From an optimization exercise on the open Yosys and OpenROAD flow, aimed at small area, a short achievable clock period and few clock cycles per item; shortcuts taken in it are not production practice.
The RTL was checked by simulation tests, not by an equivalence proof against the original design.
The clock port is modelled as an ideal driver, which makes a skipped or thinned clock tree look cheaper than it is; a real chip needs a root buffer or a tree.
No activity file was given, so power comes from the tool's default toggle rates.

==> flow/design.v <==
module glyph_rounder (
    input  wire       clk,
    input  wire       rst,         
    input  wire       in_valid,
    output wire       in_ready,
    input  wire [7:0] in_data,
    output wire       out_valid,
    input  wire       out_ready,
    output wire [7:0] out_data
);
    reg [7:0] a [0:8];
    reg [6:0] up;
    reg [2:0] kin;           
    reg [2:0] j;             
    reg       pend;          
    reg       pre;           
    reg       newrow;        
    reg       pv;            
    reg [2:0] pcr;
    reg [5:0] acc;
    reg       inv_a;         
    reg       inv_b;         
    reg [7:0] obuf, skid;
    reg       ov, sv;
    reg       rdy;
    assign in_ready  = rdy;
    assign out_valid = ov;
    assign out_data  = obuf;
    wire adv      = pend ? ~sv : pre;           
    wire consume  = pend & ~sv;
    wire do_lower = in_valid & rdy;
    wire complete = do_lower & (kin == 3'd7);
    wire cdone    = ~pend | (j == 3'd7);        
    wire [2:0] pc = a[0][0] + a[0][1] + a[0][2] + a[0][3] +
                    a[0][4] + a[0][5] + a[0][6];
    wire       plast  = pv & (newrow ? (kin == 3'd1) : (kin == 3'd0));
    wire [5:0] tot    = acc + {3'd0, pcr};
    wire       inv_c  = (tot > 6'd28);
    wire       cnew   = plast & (j == 3'd0);        
    wire       inv    = cnew ? inv_c : inv_a;
    wire [6:0] ctr = a[8][6:0];
    wire       top = (j == 3'd0);
    wire       bot = (j == 3'd7);
    wire [6:0] res0, res1;
    genvar gx;
    generate
        for (gx = 0; gx < 7; gx = gx + 1) begin : g_col
            wire l0 = (gx == 0) ? 1'b0 : ctr[(gx == 0) ? 0 : gx - 1];
            wire l1 = (gx == 0) ? 1'b1 : ctr[(gx == 0) ? 0 : gx - 1];
            wire r0 = (gx == 6) ? 1'b0 : ctr[(gx == 6) ? 6 : gx + 1];
            wire r1 = (gx == 6) ? 1'b1 : ctr[(gx == 6) ? 6 : gx + 1];
            wire u0 = top ? 1'b0 : up[gx];
            wire u1 = top ? 1'b1 : up[gx];
            wire d0 = bot ? 1'b0 : a[7][gx];
            wire d1 = bot ? 1'b1 : a[7][gx];
            wire c0 = (l0 ^ r0) & (u0 ^ d0);
            wire c1 = (l1 ^ r1) & (u1 ^ d1);
            assign res0[gx] = ctr[gx] & ~c0;
            assign res1[gx] = ctr[gx] | c1;
        end
    endgenerate
    wire [7:0] row_out = {a[8][7], inv ? res1 : res0};
    wire [8:0] lo_m, up_m, en;
    genvar gp;
    generate
        for (gp = 0; gp < 9; gp = gp + 1) begin : g_en
            assign lo_m[gp] = rdy & (gp <= kin);
            assign up_m[gp] = adv & (gp > kin);
            assign en[gp]   = (in_valid & lo_m[gp]) | up_m[gp];
        end
    endgenerate
    integer p;
    always @(posedge clk) begin
        if (en[0])
            a[0] <= in_data;
        for (p = 1; p < 9; p = p + 1)
            if (en[p])
                a[p] <= a[p - 1];
        if (adv)
            up <= ctr;
        pcr <= pc;
        if (plast && !(pend && top))
            inv_b <= inv_c;
        if (cnew)
            inv_a <= inv_c;
        else if (adv && cdone)
            inv_a <= plast ? inv_c : inv_b;
    end
    wire       take   = ov & out_ready;
    wire       ofree  = ~ov | take;
    wire [2:0] kin_n  = kin + {2'd0, do_lower};
    wire       pre_n  = (pre & ~(adv & cdone)) | complete;
    wire       pend_n = (adv & cdone) ? pre : pend;
    wire [2:0] j_n    = (adv & cdone) ? 3'd0 : j + {2'd0, adv};
    wire       sv_n   = ofree ? 1'b0 : (sv | consume);
    wire [2:0] kin_1  = kin + 3'd1;
    wire       pre_0  = pre & ~(adv & cdone);
    wire       pre_1  = pre_0 | (kin == 3'd7);
    wire       rdy_0  = ~pre_0 & (~pend_n | (kin   <= j_n)) | (pend_n ? ~sv_n : pre_0);
    wire       rdy_1  = ~pre_1 & (~pend_n | (kin_1 <= j_n)) | (pend_n ? ~sv_n : pre_1);
    always @(posedge clk) begin
        if (ofree)
            obuf <= sv ? skid : row_out;
        else if (consume)
            skid <= row_out;
    end
    always @(posedge clk) begin
        if (rst) begin
            kin    <= 3'd0;
            j      <= 3'd0;
            pend   <= 1'b0;
            pre    <= 1'b0;
            newrow <= 1'b0;
            pv     <= 1'b0;
            acc    <= 6'd0;
            ov     <= 1'b0;
            sv     <= 1'b0;
            rdy    <= 1'b1;
        end else begin
            kin    <= kin_n;
            j      <= j_n;
            pend   <= pend_n;
            pre    <= pre_n;
            newrow <= do_lower;
            pv     <= newrow;
            if (plast)
                acc <= 6'd0;
            else if (pv)
                acc <= tot;
            ov     <= ofree ? (sv | consume) : 1'b1;
            sv     <= sv_n;
            rdy    <= (in_valid & rdy) ? rdy_1 : rdy_0;
        end
    end
endmodule
clock: 8.0 ns
lec_check: 0
abc_area: 1
cap_margin: 20
core_margin: 2
core_utilization: 40
cts_buf_list: sky130_fd_sc_hd__clkbuf_4
place_density: 0.6
setup_slack_margin: 5.0
slew_margin: 20
standard.sh (not shown) runs the stock make flow with config.mk's settings and CLKGATE_MAP_FILE= SYNTH_SCRIPT=/design/flow/synth_recipe.tcl, a recipe that flattens the netlist after the stock synthesis.
==> flow/flow/run.sh <==
#!/bin/bash
# Standard layout, with the port buffers made of sky130_fd_sc_hd__buf_2
# instead of the cell buffer_ports picks by default.  Make's output goes to
# flow_make.log; each ORFS step keeps its own log under orfs/logs/.
set -euo pipefail
bash standard.sh finish \
    "BUFFER_PORTS_ARGS=-buffer_cell sky130_fd_sc_hd__buf_2" > flow_make.log 2>&1
The starting point finished clean.
Testbench counts at the start, summed over its fixed seeds: cycles 25,680, items 3,200.
Change:
--- a/flow/flow/run.sh
+++ b/flow/flow/run.sh
@@ -5,3 +5,3 @@
 set -euo pipefail
 bash standard.sh finish \
-    "BUFFER_PORTS_ARGS=-buffer_cell sky130_fd_sc_hd__buf_2" > flow_make.log 2>&1
+    "BUFFER_PORTS_ARGS=-buffer_cell sky130_fd_sc_hd__buf_2" SETUP_SLACK_MARGIN=5.6 > flow_make.log 2>&1
--- a/flow/config.mk
+++ b/flow/config.mk
@@ -10,5 +10,7 @@
 export CORE_MARGIN = 2
 export CORE_UTILIZATION = 40
-export CTS_BUF_LIST = sky130_fd_sc_hd__clkbuf_4
+export CTS_BUF_LIST = sky130_fd_sc_hd__clkbuf_8
+export CTS_CLUSTER_DIAMETER = 100
+export CTS_CLUSTER_SIZE = 30
 export PLACE_DENSITY = 0.6
 export SETUP_SLACK_MARGIN = 5.0
=> Routed wire length is higher by a few percent. Cell area is higher by a few percent. Register-to-register slack is better by 330 ps. Fmax is higher by a little under a tenth. Synthesized cell count does not change. Non-clock buffer count is higher by 10. Total power is higher slightly. Critical path depth is lower by 12. Sequential power stays flat.
Change:
--- a/flow/config.mk
+++ b/flow/config.mk
@@ -10,7 +10,5 @@
 export CORE_MARGIN = 2
 export CORE_UTILIZATION = 40
-export CTS_BUF_LIST = sky130_fd_sc_hd__clkbuf_8
-export CTS_CLUSTER_DIAMETER = 100
-export CTS_CLUSTER_SIZE = 30
+export CTS_BUF_LIST = sky130_fd_sc_hd__clkbuf_4
 export PLACE_DENSITY = 0.6
 export SETUP_SLACK_MARGIN = 5.0
After rerunning:
- final cell count decreases by 0.63%
- first-iteration DRC count increases by 18%
- sequential share of layout area increases by 1.4 points
- die area is unchanged
- power decreases by 7.8%
Change:
--- a/flow/config.mk
+++ b/flow/config.mk
@@ -10,5 +10,7 @@
 export CORE_MARGIN = 2
 export CORE_UTILIZATION = 40
-export CTS_BUF_LIST = sky130_fd_sc_hd__clkbuf_4
+export CTS_BUF_LIST = sky130_fd_sc_hd__clkbuf_16
+export CTS_CLUSTER_DIAMETER = 100
+export CTS_CLUSTER_SIZE = 40
 export PLACE_DENSITY = 0.6
 export SETUP_SLACK_MARGIN = 5.0
Effect: First-iteration DRC count decreases by a few percent. Total power grows by a quarter to a third. Setup slack gets better by 100 ps. Global-route usage increases by 0.54 points. Die area does not change. Via count went up by a few percent. Core utilization climbs by 3.0 points. Clock skew is lower by 9.8 ps.

* * *

// glyph_rounder: RTL as listed in full above, without the edits since
==> flow/config.mk <==
export PLATFORM = sky130hd
export DESIGN_NAME = glyph_rounder
export DESIGN_NICKNAME = glyph_rounder
export VERILOG_FILES = /design/flow/design.v
export SDC_FILE = /design/flow/constraint.sdc
export NUM_CORES = 4
export LEC_CHECK = 0
export ABC_AREA = 1
export CAP_MARGIN = 20
export CORE_MARGIN = 2
export CORE_UTILIZATION = 40
export CTS_BUF_LIST = sky130_fd_sc_hd__clkbuf_8
export CTS_CLUSTER_DIAMETER = 100
export CTS_CLUSTER_SIZE = 30
export PLACE_DENSITY = 0.6
export SETUP_SLACK_MARGIN = 5.0
export SLEW_MARGIN = 20
==> flow/constraint.sdc <==
create_clock -name core_clock -period 8.0 [get_ports {clk}]
set_input_delay 1.6000 -clock core_clock [delete_from_list [all_inputs] [get_ports {clk}]]
set_output_delay 1.6000 -clock core_clock [all_outputs]
set_load 0.01 [all_outputs]
==> flow/flow/run.sh <==
#!/bin/bash
# Standard layout with sky130_fd_sc_hd__buf_2 port buffers, a tighter
# repair_timing target and explicit clock tree settings.  Make's output goes
# to flow_make.log; each ORFS step keeps its own log under orfs/logs/.
set -euo pipefail
bash standard.sh finish \
    "BUFFER_PORTS_ARGS=-buffer_cell sky130_fd_sc_hd__buf_2" \
    SETUP_SLACK_MARGIN=5.6 \
    "CTS_ARGS=-sink_clustering_enable -repair_clock_nets -sink_clustering_size 30 -sink_clustering_max_diameter 150 -sink_clustering_levels 1 -buf_list sky130_fd_sc_hd__clkbuf_8 -root_buf sky130_fd_sc_hd__clkbuf_16" \
    > flow_make.log 2>&1
The baseline produced a clean layout.
Testbench counts at the start, summed over its fixed seeds: cycles 25,680, items 3,200.
Then changed:
==> flow/flow/run.sh (replaced) <==
#!/bin/bash
# Standard ORFS layout (the standard.sh) with a few extra make settings:
# port buffers of a chosen cell, the repair_timing target and clock tree
# options.  Make's output goes to flow_make.log; each ORFS step keeps its own
# log under orfs/logs/.
set -euo pipefail
bash standard.sh finish \
    "BUFFER_PORTS_ARGS=-buffer_cell sky130_fd_sc_hd__buf_2" \
    SETUP_SLACK_MARGIN=5.6 \
    "CTS_ARGS=-sink_clustering_enable -repair_clock_nets -buf_list sky130_fd_sc_hd__clkbuf_4 -root_buf sky130_fd_sc_hd__clkbuf_16" \
    > flow_make.log 2>&1
--- a/flow/config.mk
+++ b/flow/config.mk
@@ -11,5 +11,2 @@
 export CORE_UTILIZATION = 40
-export CTS_BUF_LIST = sky130_fd_sc_hd__clkbuf_8
-export CTS_CLUSTER_DIAMETER = 100
-export CTS_CLUSTER_SIZE = 30
 export PLACE_DENSITY = 0.6
=> The changed run finished clean. Combinational power shrinks by about 1%. Worst setup slack got worse by 0.0075 ns. Sequential cell count stays the same. Power fell by 6.9%. Final cell count shrinks by 0.31%. Core utilization falls by 0.79 points. Critical path depth is unchanged.

* * *

Setup of run A:
Another version of the RTL of glyph_rounder (not shown whole).
For scale: about 410 cells after synthesis, roughly 120 flip-flops, ~0.0049 mm² of cells after synthesis.
Settings: LEC_CHECK=0, ABC_AREA=1, CAP_MARGIN=20, CORE_MARGIN=2, CORE_UTILIZATION=30, PLACE_DENSITY=0.5, SETUP_SLACK_MARGIN=5.0, SLEW_MARGIN=20, SYNTH_HIERARCHICAL=1, SYNTH_MINIMUM_KEEP_SIZE=0; clock period 8.0 ns.
==> flow/flow/run.sh <==
#!/bin/bash
# Standard ORFS layout (the standard.sh) with these changes:
#  - port buffers of sky130_fd_sc_hd__buf_2,
#  - a tighter repair_timing target (SETUP_SLACK_MARGIN),
#  - the clock tree built by flow/mcts.tcl: the clock port drives four
#    clkbuf_16, each driving the clock pins of one quarter of the registers.
# Make's output goes to flow_make.log; each ORFS step keeps its own log
# under orfs/logs/.
set -euo pipefail
here=$(pwd)
export MCTS_K=4
export MCTS_BUF=sky130_fd_sc_hd__clkbuf_16
bash standard.sh finish \
    "BUFFER_PORTS_ARGS=-buffer_cell sky130_fd_sc_hd__buf_2" \
    SETUP_SLACK_MARGIN=5.68 \
    "PRE_CTS_TCL=$here/flow/pre_cts.tcl" \
    > flow_make.log 2>&1
Other scripts of this flow, unchanged in this note and not shown: flow/flow/mcts.tcl, flow/flow/pre_cts.tcl
Testbench counts of run A, summed over its fixed seeds: cycles 25,680, items 3,200.
Relative to run A, the following input files were edited for run B:
# run A
export LEC_CHECK = 0
export ABC_AREA = 1
export CAP_MARGIN = 20
export CORE_MARGIN = 2
export CORE_UTILIZATION = 30
export PLACE_DENSITY = 0.5
export SETUP_SLACK_MARGIN = 5.0
export SLEW_MARGIN = 20
export SYNTH_HIERARCHICAL = 1
export SYNTH_MINIMUM_KEEP_SIZE = 0
create_clock -name core_clock -period 8.0 [get_ports {clk}]
# run B
export LEC_CHECK = 0
export ABC_AREA = 1
export CAP_MARGIN = 5
export CORE_MARGIN = 2
export CORE_UTILIZATION = 40
export PLACE_DENSITY = 0.6
export SETUP_SLACK_MARGIN = 5.0
export SLEW_MARGIN = 5
export SYNTH_HIERARCHICAL = 1
export SYNTH_MINIMUM_KEEP_SIZE = 0
create_clock -name core_clock -period 8.0 [get_ports {clk}]
--- a/flow/flow/run.sh
+++ b/flow/flow/run.sh
@@ -13,5 +13,5 @@
 bash standard.sh finish \
     "BUFFER_PORTS_ARGS=-buffer_cell sky130_fd_sc_hd__buf_2" \
-    SETUP_SLACK_MARGIN=5.68 \
+    SETUP_SLACK_MARGIN=5.7 \
     "PRE_CTS_TCL=$here/flow/pre_cts.tcl" \
     > flow_make.log 2>&1
Results
Run B went all the way through synthesis, placement and routing and the layout is clean on timing, DRC and antenna. Total power delta (run B − run A): favourable. Cmp run B vs run A: first-pass GRT wire length lower in run B. The higher minimum clock period after layout came out of run B.
The inputs of run C differ from those of run B as listed below.
# run B
export LEC_CHECK = 0
export ABC_AREA = 1
export CAP_MARGIN = 5
export CORE_MARGIN = 2
export CORE_UTILIZATION = 40
export PLACE_DENSITY = 0.6
export SETUP_SLACK_MARGIN = 5.0
export SLEW_MARGIN = 5
export SYNTH_HIERARCHICAL = 1
export SYNTH_MINIMUM_KEEP_SIZE = 0
create_clock -name core_clock -period 8.0 [get_ports {clk}]
# run C
export LEC_CHECK = 0
export ABC_AREA = 1
export CAP_MARGIN = 20
export CORE_MARGIN = 2
export CORE_UTILIZATION = 40
export PLACE_DENSITY = 0.6
export SETUP_SLACK_MARGIN = 5.0
export SLEW_MARGIN = 20
export SYNTH_HIERARCHICAL = 1
export SYNTH_MINIMUM_KEEP_SIZE = 0
create_clock -name core_clock -period 8.0 [get_ports {clk}]
--- a/flow/flow/run.sh
+++ b/flow/flow/run.sh
@@ -1,12 +1,20 @@
 #!/bin/bash
 # Standard ORFS layout (the standard.sh) with these changes:
+#  - synthesis maps with flow/abc_area.script, an area-only ABC script
+#    (ORFS's own, with ABC_AREA 1, also buffers and sizes for delay; the
+#    layout's repair_timing does that here).  Only that file differs from
+#    ORFS's scripts folder, which is copied for the synthesis step;
 #  - port buffers of sky130_fd_sc_hd__buf_2,
 #  - a tighter repair_timing target (SETUP_SLACK_MARGIN),
 #  - the clock tree built by flow/mcts.tcl: the clock port drives four
 #    clkbuf_16, each driving the clock pins of one quarter of the registers.
-# Make's output goes to flow_make.log; each ORFS step keeps its own log
-# under orfs/logs/.
+# Each make run's output goes to its own log (flow_synth.log,
+# flow_make.log); each ORFS step keeps its own log under orfs/logs/.
 set -euo pipefail
 here=$(pwd)
+rm -rf "$here/scripts_area"
+cp -r "$FLOW_HOME/scripts" "$here/scripts_area"
+cp "$here/flow/abc_area.script" "$here/scripts_area/abc_area.script"
+bash standard.sh synth "SCRIPTS_DIR=$here/scripts_area" > flow_synth.log 2>&1
 export MCTS_K=4
 export MCTS_BUF=sky130_fd_sc_hd__clkbuf_16
==> flow/flow/abc_area.script (new file) <==
strash
ifraig
dc2
dch
map -a -B 0.9
topo
==> notes.md <==
[run C vs run B] layout net count: lower in run C
Compared to run B, run C has total power about 4% higher.
Arrival time at the worst endpoint was higher in the run labelled run C.
Setup WNS run B -> run C: worse
In run C, the die area came out about 5% below the value in run B.
Run C -> run B: boundary pin count delta 0, exact match
Comparing run B and run C, the higher count of buffer and inverter cells on the critical path is on run C.
Logic depth of the worst setup path including buffers: run C vs run B up 16
Worst hold slack of run B is on par with run C.
Relative to run C, the following input files were edited for run D:
# run C
export LEC_CHECK = 0
export ABC_AREA = 1
export CAP_MARGIN = 20
export CORE_MARGIN = 2
export CORE_UTILIZATION = 40
export PLACE_DENSITY = 0.6
export SETUP_SLACK_MARGIN = 5.0
export SLEW_MARGIN = 20
export SYNTH_HIERARCHICAL = 1
export SYNTH_MINIMUM_KEEP_SIZE = 0
create_clock -name core_clock -period 8.0 [get_ports {clk}]
# run D
export LEC_CHECK = 0
export ABC_AREA = 1
export CAP_MARGIN = 20
export CORE_MARGIN = 2
export CORE_UTILIZATION = 50
export PLACE_DENSITY = 0.7
export SETUP_SLACK_MARGIN = 5.0
export SLEW_MARGIN = 20
export SYNTH_HIERARCHICAL = 1
export SYNTH_MINIMUM_KEEP_SIZE = 0
create_clock -name core_clock -period 8.0 [get_ports {clk}]
==> flow/flow/run.sh <==
#!/bin/bash
# Standard ORFS layout (the standard.sh) with these changes:
#  - port buffers of sky130_fd_sc_hd__buf_2,
#  - a tighter repair_timing target (SETUP_SLACK_MARGIN),
#  - the clock tree built by flow/mcts.tcl: the clock port drives four
#    clkbuf_16, each driving the clock pins of one quarter of the registers.
# Make's output goes to flow_make.log; each ORFS step keeps its own log
# under orfs/logs/.
set -euo pipefail
here=$(pwd)
export MCTS_K=4
export MCTS_BUF=sky130_fd_sc_hd__clkbuf_16
bash standard.sh finish \
    "BUFFER_PORTS_ARGS=-buffer_cell sky130_fd_sc_hd__buf_2" \
    SETUP_SLACK_MARGIN=5.68 \
    "PRE_CTS_TCL=$here/flow/pre_cts.tcl" \
    > flow_make.log 2>&1
removed: flow/flow/abc_area.script
Results
On run D: site row count is 3 lower than what run C gave. Diff run C -> run D: sum of buffers and inverters on the critical path saw a decrease, timing-limited maximum frequency saw an increase, via count saw an increase, overall routed net length saw an increase. Relative to run C, vias per cell has gone up in run D. Relative to run C, the horizontal die dimension measured on run D has decreased by a little under 10%. In the flow results for run D and run C, the area after synthesis is smaller on run C. Run comparison: run C kind of critical path reg -> reg; run D kind of critical path reg -> out.
In every run of this note, the design's own scripts or RTL, not TritonCTS, make the clock network.

-- static timing again, ports no longer ideal --
How much do the figures lean on ideal ports? The routed layouts below were timed once more, with nothing changed but the port constraints.
Step 1, drivers: a clkbuf_16 drives clk and a buf_2 each remaining input, both assumed.
Step 2 moves the port delays by t, midway between the first and last clock arrival at a register: inputs arrive t later, outputs are due t later. That takes back most of the time a late clock gives input paths.
a / b / c = ideal / step 1 / step 2; a / b = the first two.
| run | t, ns | setup slack, ns | hold slack, ns | worst slew at a driven data input, ns | pins driven straight from the clock port |
|---|---|---|---|---|---|
| the first run of note 1 | 0.528 | 5.257 / 5.257 / 4.757 | 0.428 / 0.428 / 0.428 | 0.03 | 1 |
| the second run of note 1 | 0.448 | 5.439 / 5.406 / 5.198 | 0.419 / 0.419 / 0.419 | 0.03 | 1 |
| the third run of note 1 | 0.516 | 5.352 / 5.321 / 5.186 | 0.425 / 0.425 / 0.425 | 0.03 | 1 |
| the fourth run of note 1 | 0.438 | 5.452 / 5.417 / 5.257 | 0.416 / 0.416 / 0.416 | 0.03 | 1 |
| the first run of note 2 | 0.387 | 5.502 / 5.466 / 5.324 | 0.420 / 0.420 / 0.420 | 0.03 | 1 |
| the second run of note 2 | 0.387 | 5.494 / 5.459 / 5.265 | 0.421 / 0.421 / 0.421 | 0.03 | 1 |
| run A | 0.242 | 5.716 / 5.639 / 5.574 | 0.420 / 0.420 / 0.420 | 0.04 | 4 |
| run B | 0.246 | 5.700 / 5.619 / 5.569 | 0.428 / 0.428 / 0.428 | 0.03 | 4 |
| run C | 0.241 | 5.446 / 5.446 / 5.446 | 0.427 / 0.427 / 0.427 | 0.03 | 4 |
| run D | 0.237 | 5.718 / 5.643 / 5.548 | 0.421 / 0.421 / 0.421 | 0.03 | 4 |
After both steps setup and hold are still met in every run listed. The setup slack of the first run of note 1, which loses most, moves by 0.000 ns with the drivers and by -0.500 ns with both steps.
